This is an optimization exercise on Yosys and OpenROAD, whose aim is small area, a short achievable clock period and few clock cycles, not a production implementation. Where RTL was checked, it was by simulation tests only, not by an equivalence proof against the original. Power is estimated from default activity; no workload was simulated.

## gefd
module gefd (
    input  wire        clk,
    input  wire        rst,
    input  wire        in_valid,
    input  wire [2:0]  in_kind,
    input  wire [3:0]  in_addr,
    input  wire [32:0] in_data,
    output wire        in_ready,
    output reg         tx_valid,
    output wire [7:0]  tx_data,
    output reg         err_valid,
    output reg  [2:0]  err_code,
    output reg  [15:0] err_info,
    output reg         cell_valid,
    output reg  [31:0] cell_data,
    output reg         frame_valid,
    output reg         frame_occ,
    output reg         frame_mot,
    output reg  [31:0] frame_cnt,
    output reg  [15:0] frame_n,
    output reg         trig_valid,
    output reg  [31:0] trig_cnt
);
For scale: roughly 16000 cells after synthesis, roughly 190 I/O pins, roughly 0.22 sq mm of cells after synthesis.
clock: 18.0 ns
lec_check: 0
cap_margin: 20
core_margin: 2
core_utilization: 55
cts_buf_list: sky130_fd_sc_hd__clkbuf_16
cts_cluster_diameter: 100
cts_cluster_size: 24
slew_margin: 20
run.sh (not shown) runs the stock make flow with config.mk's settings and CLKGATE_MAP_FILE= SYNTH_SCRIPT=/design/flow/synth_recipe.tcl, a recipe that flattens the netlist after the stock synthesis.
Testbench counts at the start, summed over its fixed seeds: cycles 57,968.
Change:
==> flow/flow/run.sh (new file) <==
#!/bin/bash
# The standard layout (the standard.sh, all steps unchanged), except that the port
# buffers the placement step inserts are sky130_fd_sc_hd__buf_4 cells instead of the
# default choice. make's full output goes to flow_make.log; each ORFS step keeps its own
# log under orfs/logs/.
set -euo pipefail
export BUFFER_PORTS_ARGS="-buffer_cell sky130_fd_sc_hd__buf_4"
bash standard.sh > flow_make.log 2>&1
==> flow/standard.sh (new file) <==
#!/bin/bash
# synth_recipe.tcl (not shown) runs the flow's synth.tcl, then flattens the netlist and writes it again
# the make line also repeats each setting of config.mk as NAME=value (left out here)
make -C /OpenROAD-flow-scripts/flow DESIGN_CONFIG=/design/flow/config.mk WORK_HOME=/design/flow/orfs CLKGATE_MAP_FILE= SYNTH_SCRIPT=/design/flow/synth_recipe.tcl "${@:-finish}"
removed: flow/run.sh
Effect:
- sequential share of layout area increases by 0.19 points
- sequential cell count does not change
- final cell count hardly moves
- die area does not change
- cell area decreases by 0.30%
- wire length increases by 0.80%
Change:
--- a/flow/config.mk
+++ b/flow/config.mk
@@ -8,5 +8,5 @@
 export CAP_MARGIN = 20
 export CORE_MARGIN = 2
-export CORE_UTILIZATION = 55
+export CORE_UTILIZATION = 65
 export CTS_BUF_LIST = sky130_fd_sc_hd__clkbuf_16
 export CTS_CLUSTER_DIAMETER = 100
Via count rose by about 4%. Setup slack got worse by 1200 ps. Power rose by 0.77%. Design area fell by about 0.4%. Maximum frequency fell by about 18%. Worst hold slack stays flat. Non-clock buffer count fell by 11. Clock skew fell by 8.7 ps. Wire length rose by 6.3%. Sequential share of layout area rose by 0.25 points.
Change:
--- a/flow/config.mk
+++ b/flow/config.mk
@@ -8,5 +8,5 @@
 export CAP_MARGIN = 20
 export CORE_MARGIN = 2
-export CORE_UTILIZATION = 65
+export CORE_UTILIZATION = 50
 export CTS_BUF_LIST = sky130_fd_sc_hd__clkbuf_16
 export CTS_CLUSTER_DIAMETER = 100
The new run finished clean.
Worst setup slack improves by 740 ps.
Synthesized area stays the same.
Register-to-register slack got worse by 730 ps.
Fmax grows by 13%.
Critical path depth increases by 6.
Global-route usage falls by 9.2 points.


## blue
Another version of the RTL of gefd (not shown whole).
Size: ~190 I/O pins, about 220000 um2 of cells after synthesis.
clock: 18.0 ns
lec_check: 0
cap_margin: 20
core_margin: 2
core_utilization: 40
cts_buf_list: sky130_fd_sc_hd__clkbuf_16
cts_cluster_diameter: 100
cts_cluster_size: 24
slew_margin: 20
standard.sh (not shown) runs the stock make flow with config.mk's settings and CLKGATE_MAP_FILE= SYNTH_SCRIPT=/design/flow/synth_recipe.tcl, a recipe that flattens the netlist after the stock synthesis.
==> flow/flow/run.sh <==
#!/bin/bash
# The standard layout (the standard.sh, all steps unchanged), except that the port
# buffers the placement step inserts are sky130_fd_sc_hd__buf_4 cells instead of the
# default choice. make's full output goes to flow_make.log; each ORFS step keeps its own
# log under orfs/logs/.
set -euo pipefail
export BUFFER_PORTS_ARGS="-buffer_cell sky130_fd_sc_hd__buf_4"
bash standard.sh > flow_make.log 2>&1
Testbench counts of blue, summed over its fixed seeds: cycles 57,968.
[inputs] orange vs blue
Settings: CORE_UTILIZATION: 40 -> 55.
==> run notes <==
Cell depth of the worst setup path grows by a few percent when moving from blue to orange. When orange is measured against blue, its number of inserted diodes turns out 9 higher. Against blue as the reference, orange delivers a lower synthesis-to-finish area growth. Relative to blue, the share of the cycle needed by the critical path after routing of orange is lower by 1.4 points. As far as largest net degree at the start of global routing goes, blue and orange are indistinguishable; the numbers are identical. Of the two candidates, blue has the worse core region area and orange the better one. orange does better than blue on minimum clock period. Number of nets in the layout of orange is on par with blue. Smallest setup slack after layout is lower on blue. When orange is measured against blue, its final hold slack turns out 0.072 ns higher.


Another version of the RTL of gefd (not shown whole).
Size: ~16,000 cells after synthesis, roughly 190 I/O pins, roughly 220,000 um2 of cells after synthesis.
Settings: LEC_CHECK=0, CAP_MARGIN=20, CORE_MARGIN=2, CORE_UTILIZATION=55, CTS_BUF_LIST=sky130_fd_sc_hd__clkbuf_16, CTS_CLUSTER_DIAMETER=100, CTS_CLUSTER_SIZE=24, SLEW_MARGIN=20; clock period 18.0 ns.
run.sh (not shown) runs the stock make flow with config.mk's settings and CLKGATE_MAP_FILE= SYNTH_SCRIPT=/design/flow/synth_recipe.tcl, a recipe that flattens the netlist after the stock synthesis.
Stock flow here: none of the scripts above is used.
Testbench counts at the start, summed over its fixed seeds: cycles 57,975.
Edit:
==> flow/flow/run.sh (new file) <==
#!/bin/bash
# The standard layout (standard.sh, every ORFS step unchanged) with two changes:
#  - the port buffers that placement inserts are sky130_fd_sc_hd__buf_4 cells
#    (BUFFER_PORTS_ARGS) instead of the default choice;
#  - after the placement resizing step, the flip-flops that drive output-port buffers are
#    swapped to the strongest drive of their cell and moved onto the buffer's spot
#    (flow/upsize_out.tcl); the standard
#    detailed placement that follows legalizes them.
# Each tool's full output goes to a log file here; ORFS keeps per-step logs in orfs/logs/.
set -euo pipefail
export BUFFER_PORTS_ARGS="-buffer_cell sky130_fd_sc_hd__buf_4"
RES="$PWD/orfs/results/${FLOW_PLATFORM}/gefd/base"
bash standard.sh "$RES/3_4_place_resized.odb" > flow_make_place.log 2>&1
UPSZ_ODB="$RES/3_4_place_resized.odb" openroad -no_init -exit flow/upsize_out.tcl > upsize_out.log 2>&1
bash standard.sh > flow_make.log 2>&1
==> flow/flow/upsize_out.tcl (new file) <==
# For each output port: the flip-flop that drives the port's buffer is swapped to the strongest
# drive of its cell (sky130_fd_sc_hd__dfxtp_1/2 -> dfxtp_4) and moved onto the buffer's spot;
# the standard detailed placement that follows legalizes it next to the buffer.
set odb_file $::env(UPSZ_ODB)
read_db $odb_file
set db [ord::get_db]
set block [ord::get_db_block]
set strong [$db findMaster sky130_fd_sc_hd__dfxtp_4]
set n 0
set moved 0
foreach bterm [$block getBTerms] {
  if {[$bterm getIoType] ne "OUTPUT"} { continue }
  set net [$bterm getNet]
  if {$net eq "NULL"} { continue }
  set buf ""
  foreach it [$net getITerms] { if {[$it isOutputSignal]} { set buf [$it getInst] } }
  if {$buf eq ""} { continue }
  foreach it [$buf getITerms] {
    if {![$it isInputSignal]} { continue }
    set n2 [$it getNet]
    if {$n2 eq "NULL"} { continue }
    # only a flip-flop that drives nothing but this buffer
    if {[llength [$n2 getITerms]] != 2} { continue }
    foreach jt [$n2 getITerms] {
      if {![$jt isOutputSignal]} { continue }
      set ff [$jt getInst]
      set m [[$ff getMaster] getName]
      if {[string match "sky130_fd_sc_hd__*df*" $m]} {
        if {$m eq "sky130_fd_sc_hd__dfxtp_1" || $m eq "sky130_fd_sc_hd__dfxtp_2"} {
          $ff swapMaster $strong
          incr n
        }
        set loc [$buf getLocation]
        $ff setLocation [lindex $loc 0] [lindex $loc 1]
        incr moved
      }
    }
  }
}
puts "upsized $n and moved $moved output flip-flops"
write_db $odb_file
==> flow/standard.sh (new file) <==
#!/bin/bash
# synth_recipe.tcl (not shown) runs the flow's synth.tcl, then flattens the netlist and writes it again
# the make line also repeats each setting of config.mk as NAME=value (left out here)
make -C /OpenROAD-flow-scripts/flow DESIGN_CONFIG=/design/flow/config.mk WORK_HOME=/design/flow/orfs CLKGATE_MAP_FILE= SYNTH_SCRIPT=/design/flow/synth_recipe.tcl "${@:-finish}"
removed: flow/run.sh
First-iteration DRC count falls by a little under a tenth.
Count of clock-buffer cells in the layout is unchanged.
Hold slack stays flat.
Routed wire length falls by a few percent.
Sequential share of layout area rises by 0.21 points.
Clock skew rises by 8.9 ps.
Final area hardly moves.
Edit:
Settings changed: PLACE_DENSITY set to 0.75.
Now the flow ran to the end with violations: antenna violations.
Final area barely changes.
Hold slack loses 13 ps.
Core utilization hardly moves.
Edit:
Settings changed: PLACE_DENSITY 0.75 to 0.5.
Outcome: The new run completed with no timing, DRC or antenna violations; combinational power is higher by 4.4%; wire length is higher by 4.5%; power hardly moves; final area hardly moves; hold slack loses 11 ps; via count is about the same; utilization is about the same; global-route usage is higher by 1.4 points.
Edit:
--- a/flow/flow/run.sh
+++ b/flow/flow/run.sh
@@ -6,2 +6 @@
-#    swapped to the strongest drive of their cell and moved onto the buffer's spot
-#    (flow/upsize_out.tcl); the standard
+#    swapped to the strongest drive of their cell (flow/upsize_out.tcl); the standard
==> flow/flow/upsize_out.tcl (replaced) <==
# Upsize the flip-flops that drive the output ports' buffers to the strongest drive of the
# same cell (sky130_fd_sc_hd__dfxtp_1/2 -> dfxtp_4); detailed placement legalizes them next.
set odb_file $::env(UPSZ_ODB)
read_db $odb_file
set db [ord::get_db]
set block [ord::get_db_block]
set strong [$db findMaster sky130_fd_sc_hd__dfxtp_4]
set n 0
foreach bterm [$block getBTerms] {
  if {[$bterm getIoType] ne "OUTPUT"} { continue }
  set net [$bterm getNet]
  if {$net eq "NULL"} { continue }
  set buf ""
  foreach it [$net getITerms] { if {[$it isOutputSignal]} { set buf [$it getInst] } }
  if {$buf eq ""} { continue }
  foreach it [$buf getITerms] {
    if {![$it isInputSignal]} { continue }
    set n2 [$it getNet]
    if {$n2 eq "NULL"} { continue }
    foreach jt [$n2 getITerms] {
      if {![$jt isOutputSignal]} { continue }
      set ff [$jt getInst]
      set m [[$ff getMaster] getName]
      if {$m eq "sky130_fd_sc_hd__dfxtp_1" || $m eq "sky130_fd_sc_hd__dfxtp_2"} {
        $ff swapMaster $strong
        incr n
      }
    }
  }
}
puts "upsized $n output flip-flops"
write_db $odb_file
Settings changed: PLACE_DENSITY 0.5 to not set.
The new run finished clean.
Wire length falls by a few percent.
Count of clock-buffer cells in the layout shrinks by 2.
Clock skew fell by 20 ps.


Setup of run 1:
Another version of the RTL of gefd (not shown whole).
Size: roughly 16,000 cells after synthesis, ~6,800 flip-flops, roughly 190 I/O pins.
export LEC_CHECK = 0
export CAP_MARGIN = 20
export CORE_MARGIN = 2
export CORE_UTILIZATION = 40
export SLEW_MARGIN = 20
create_clock -name core_clock -period 18.0 [get_ports {clk}]
standard.sh (not shown) runs the stock make flow with config.mk's settings and CLKGATE_MAP_FILE= SYNTH_SCRIPT=/design/flow/synth_recipe.tcl, a recipe that flattens the netlist after the stock synthesis.
==> flow/flow/run.sh <==
#!/bin/bash
# The standard layout (the standard.sh, all steps unchanged), except that the port
# buffers the placement step inserts are sky130_fd_sc_hd__buf_4 cells instead of the
# default choice. make's full output goes to flow_make.log; each ORFS step keeps its own
# log under orfs/logs/.
set -euo pipefail
export BUFFER_PORTS_ARGS="-buffer_cell sky130_fd_sc_hd__buf_4"
bash standard.sh > flow_make.log 2>&1
Per the final summary, run 1 finished and its layout is clean on timing, DRC and antenna.
Relative to run 1, the following input files were edited for run 2:
- CTS_BUF_LIST now sky130_fd_sc_hd__clkbuf_16, previously not set
- CTS_CLUSTER_SIZE now 24, previously not set
- CTS_CLUSTER_DIAMETER now 100, previously not set
Notes after the runs:
- Comparing clock power for run 2 and run 1, the bigger number came from run 1.
- Run 2 and run 1 ended up with nearly the same post-route clock period utilization.
- Run 2 has completed all stages; timing, DRC and antenna checks passed.
- The leakage power number comes out higher for run 1 vs run 2.
Function was not checked in any run of this note: the RTL went through the layout flow alone.


## onyx
Another version of the RTL of gefd (not shown whole).
Size in the first run: ~190 I/O pins.
export LEC_CHECK = 0
export CAP_MARGIN = 20
export CORE_MARGIN = 2
export CORE_UTILIZATION = 60
export CTS_BUF_LIST = sky130_fd_sc_hd__clkbuf_16
export CTS_CLUSTER_DIAMETER = 100
export CTS_CLUSTER_SIZE = 24
export SLEW_MARGIN = 20
create_clock -name core_clock -period 18.0 [get_ports {clk}]
==> flow/flow/run.sh <==
#!/bin/bash
# The standard layout (standard.sh, every ORFS step unchanged) with two changes:
#  - the port buffers that placement inserts are sky130_fd_sc_hd__buf_4 cells
#    (BUFFER_PORTS_ARGS) instead of the default choice;
#  - after the placement resizing step, the flip-flops that drive output-port buffers are
#    swapped to the strongest drive of their cell (flow/upsize_out.tcl); the standard
#    detailed placement that follows legalizes them.
# Each tool's full output goes to a log file here; ORFS keeps per-step logs in orfs/logs/.
set -euo pipefail
export BUFFER_PORTS_ARGS="-buffer_cell sky130_fd_sc_hd__buf_4"
RES="$PWD/orfs/results/${FLOW_PLATFORM}/gefd/base"
bash standard.sh "$RES/3_4_place_resized.odb" > flow_make_place.log 2>&1
UPSZ_ODB="$RES/3_4_place_resized.odb" openroad -no_init -exit flow/upsize_out.tcl > upsize_out.log 2>&1
bash standard.sh > flow_make.log 2>&1
==> flow/flow/upsize_out.tcl <==
# Upsize the flip-flops that drive the output ports' buffers to the strongest drive of the
# same cell (sky130_fd_sc_hd__dfxtp_1/2 -> dfxtp_4); detailed placement legalizes them next.
set odb_file $::env(UPSZ_ODB)
read_db $odb_file
set db [ord::get_db]
set block [ord::get_db_block]
set strong [$db findMaster sky130_fd_sc_hd__dfxtp_4]
set n 0
foreach bterm [$block getBTerms] {
  if {[$bterm getIoType] ne "OUTPUT"} { continue }
  set net [$bterm getNet]
  if {$net eq "NULL"} { continue }
  set buf ""
  foreach it [$net getITerms] { if {[$it isOutputSignal]} { set buf [$it getInst] } }
  if {$buf eq ""} { continue }
  foreach it [$buf getITerms] {
    if {![$it isInputSignal]} { continue }
    set n2 [$it getNet]
    if {$n2 eq "NULL"} { continue }
    foreach jt [$n2 getITerms] {
      if {![$jt isOutputSignal]} { continue }
      set ff [$jt getInst]
      set m [[$ff getMaster] getName]
      if {$m eq "sky130_fd_sc_hd__dfxtp_1" || $m eq "sky130_fd_sc_hd__dfxtp_2"} {
        $ff swapMaster $strong
        incr n
      }
    }
  }
}
puts "upsized $n output flip-flops"
write_db $odb_file
Testbench counts of onyx, summed over its fixed seeds: cycles 57,975.
Here is what was changed in the inputs of lagoon compared with onyx.
- CORE_UTILIZATION now 55, was 60
Findings:
- In lagoon the implementation ran to completion but is not tape-out ready, as the final checks report antenna rules.
- Clock power came out higher on lagoon than on onyx.
- onyx → lagoon: floorplan core area rose 9.2%, post-place instance area rose 0.43%, non-clock buffer count in the final layout rose 38.
- The power dissipated by switching net loads in lagoon sits about 0.8% above the value recorded for onyx.
- ~same power consumption in onyx and lagoon
- Number of standard cells in the final layout excluding fillers was higher in the run labelled lagoon.
- From onyx to lagoon the numbers moved as follows: cell area picked up an extra about 0.4%, aggregate routed wire length picked up an extra about 4.5%.

port drivers added, routing unchanged:
The flow's constraints put no driver on any port. The routed layouts listed below were extracted and timed again, unchanged, in two steps. Step 1 (the two cells are an assumption about what drives the block):
set clk [get_ports {clk}]
set_driving_cell -lib_cell sky130_fd_sc_hd__clkbuf_16 $clk
set_driving_cell -lib_cell sky130_fd_sc_hd__buf_2 [delete_from_list [all_inputs] $clk]
Step 2 also shifts input and output timing later by t, the mid clock arrival at the registers, as if the neighbouring blocks saw the same clock. Slacks: ideal ports / drivers / drivers and shift; pairs: ideal ports / drivers.
run | shift t [ns] | slack for setup (ns) | clock arrival spread, ns | worst data-port slew with drivers (ns) | cell pins on the clock port's net
the first run of note 1 | 1.093 | 12.416 / 12.290 / 11.742 | 0.069 / 0.069 | 0.13 | 1
the second run of note 1 | 1.076 | 12.725 / 12.598 / 12.276 | 0.076 / 0.076 | 0.08 | 1
the third run of note 1 | 1.071 | 11.566 / 11.638 / 10.566 | 0.067 / 0.067 | 0.22 | 1
the fourth run of note 1 | 1.091 | 12.302 / 12.302 / 12.302 | 0.078 / 0.078 | 0.12 | 1
blue | 1.085 | 11.374 / 11.374 / 11.374 | 0.197 / 0.197 | 0.05 | 1
orange | 1.083 | 11.622 / 11.622 / 11.622 | 0.078 / 0.079 | 0.10 | 1
the first run of note 3 | 1.071 | 12.483 / 12.365 / 12.827 | 0.076 / 0.076 | 0.07 | 1
the second run of note 3 | 1.074 | 12.909 / 12.789 / 12.828 | 0.086 / 0.086 | 0.06 | 1
the third run of note 3 | 1.105 | 12.790 / 12.666 / 12.451 | 0.092 / 0.092 | 0.12 | 1
the fourth run of note 3 | 1.087 | 12.909 / 12.792 / 13.231 | 0.103 / 0.103 | 0.15 | 1
the fifth run of note 3 | 1.081 | 12.890 / 12.771 / 12.890 | 0.088 / 0.088 | 0.06 | 1
run 1 | 1.190 | 12.301 / 12.301 / 11.903 | 0.137 / 0.137 | 0.09 | 1
run 2 | 1.100 | 12.324 / 12.324 / 11.953 | 0.148 / 0.147 | 0.09 | 1
onyx | 1.052 | 12.033 / 12.033 / 12.033 | 0.078 / 0.078 | 0.15 | 1
lagoon | 1.056 | 11.971 / 11.971 / 11.971 | 0.077 / 0.077 | 0.10 | 1
The setup slack of the third run of note 1, which loses most, moves by +0.072 ns with the drivers and by -1.000 ns with both steps.
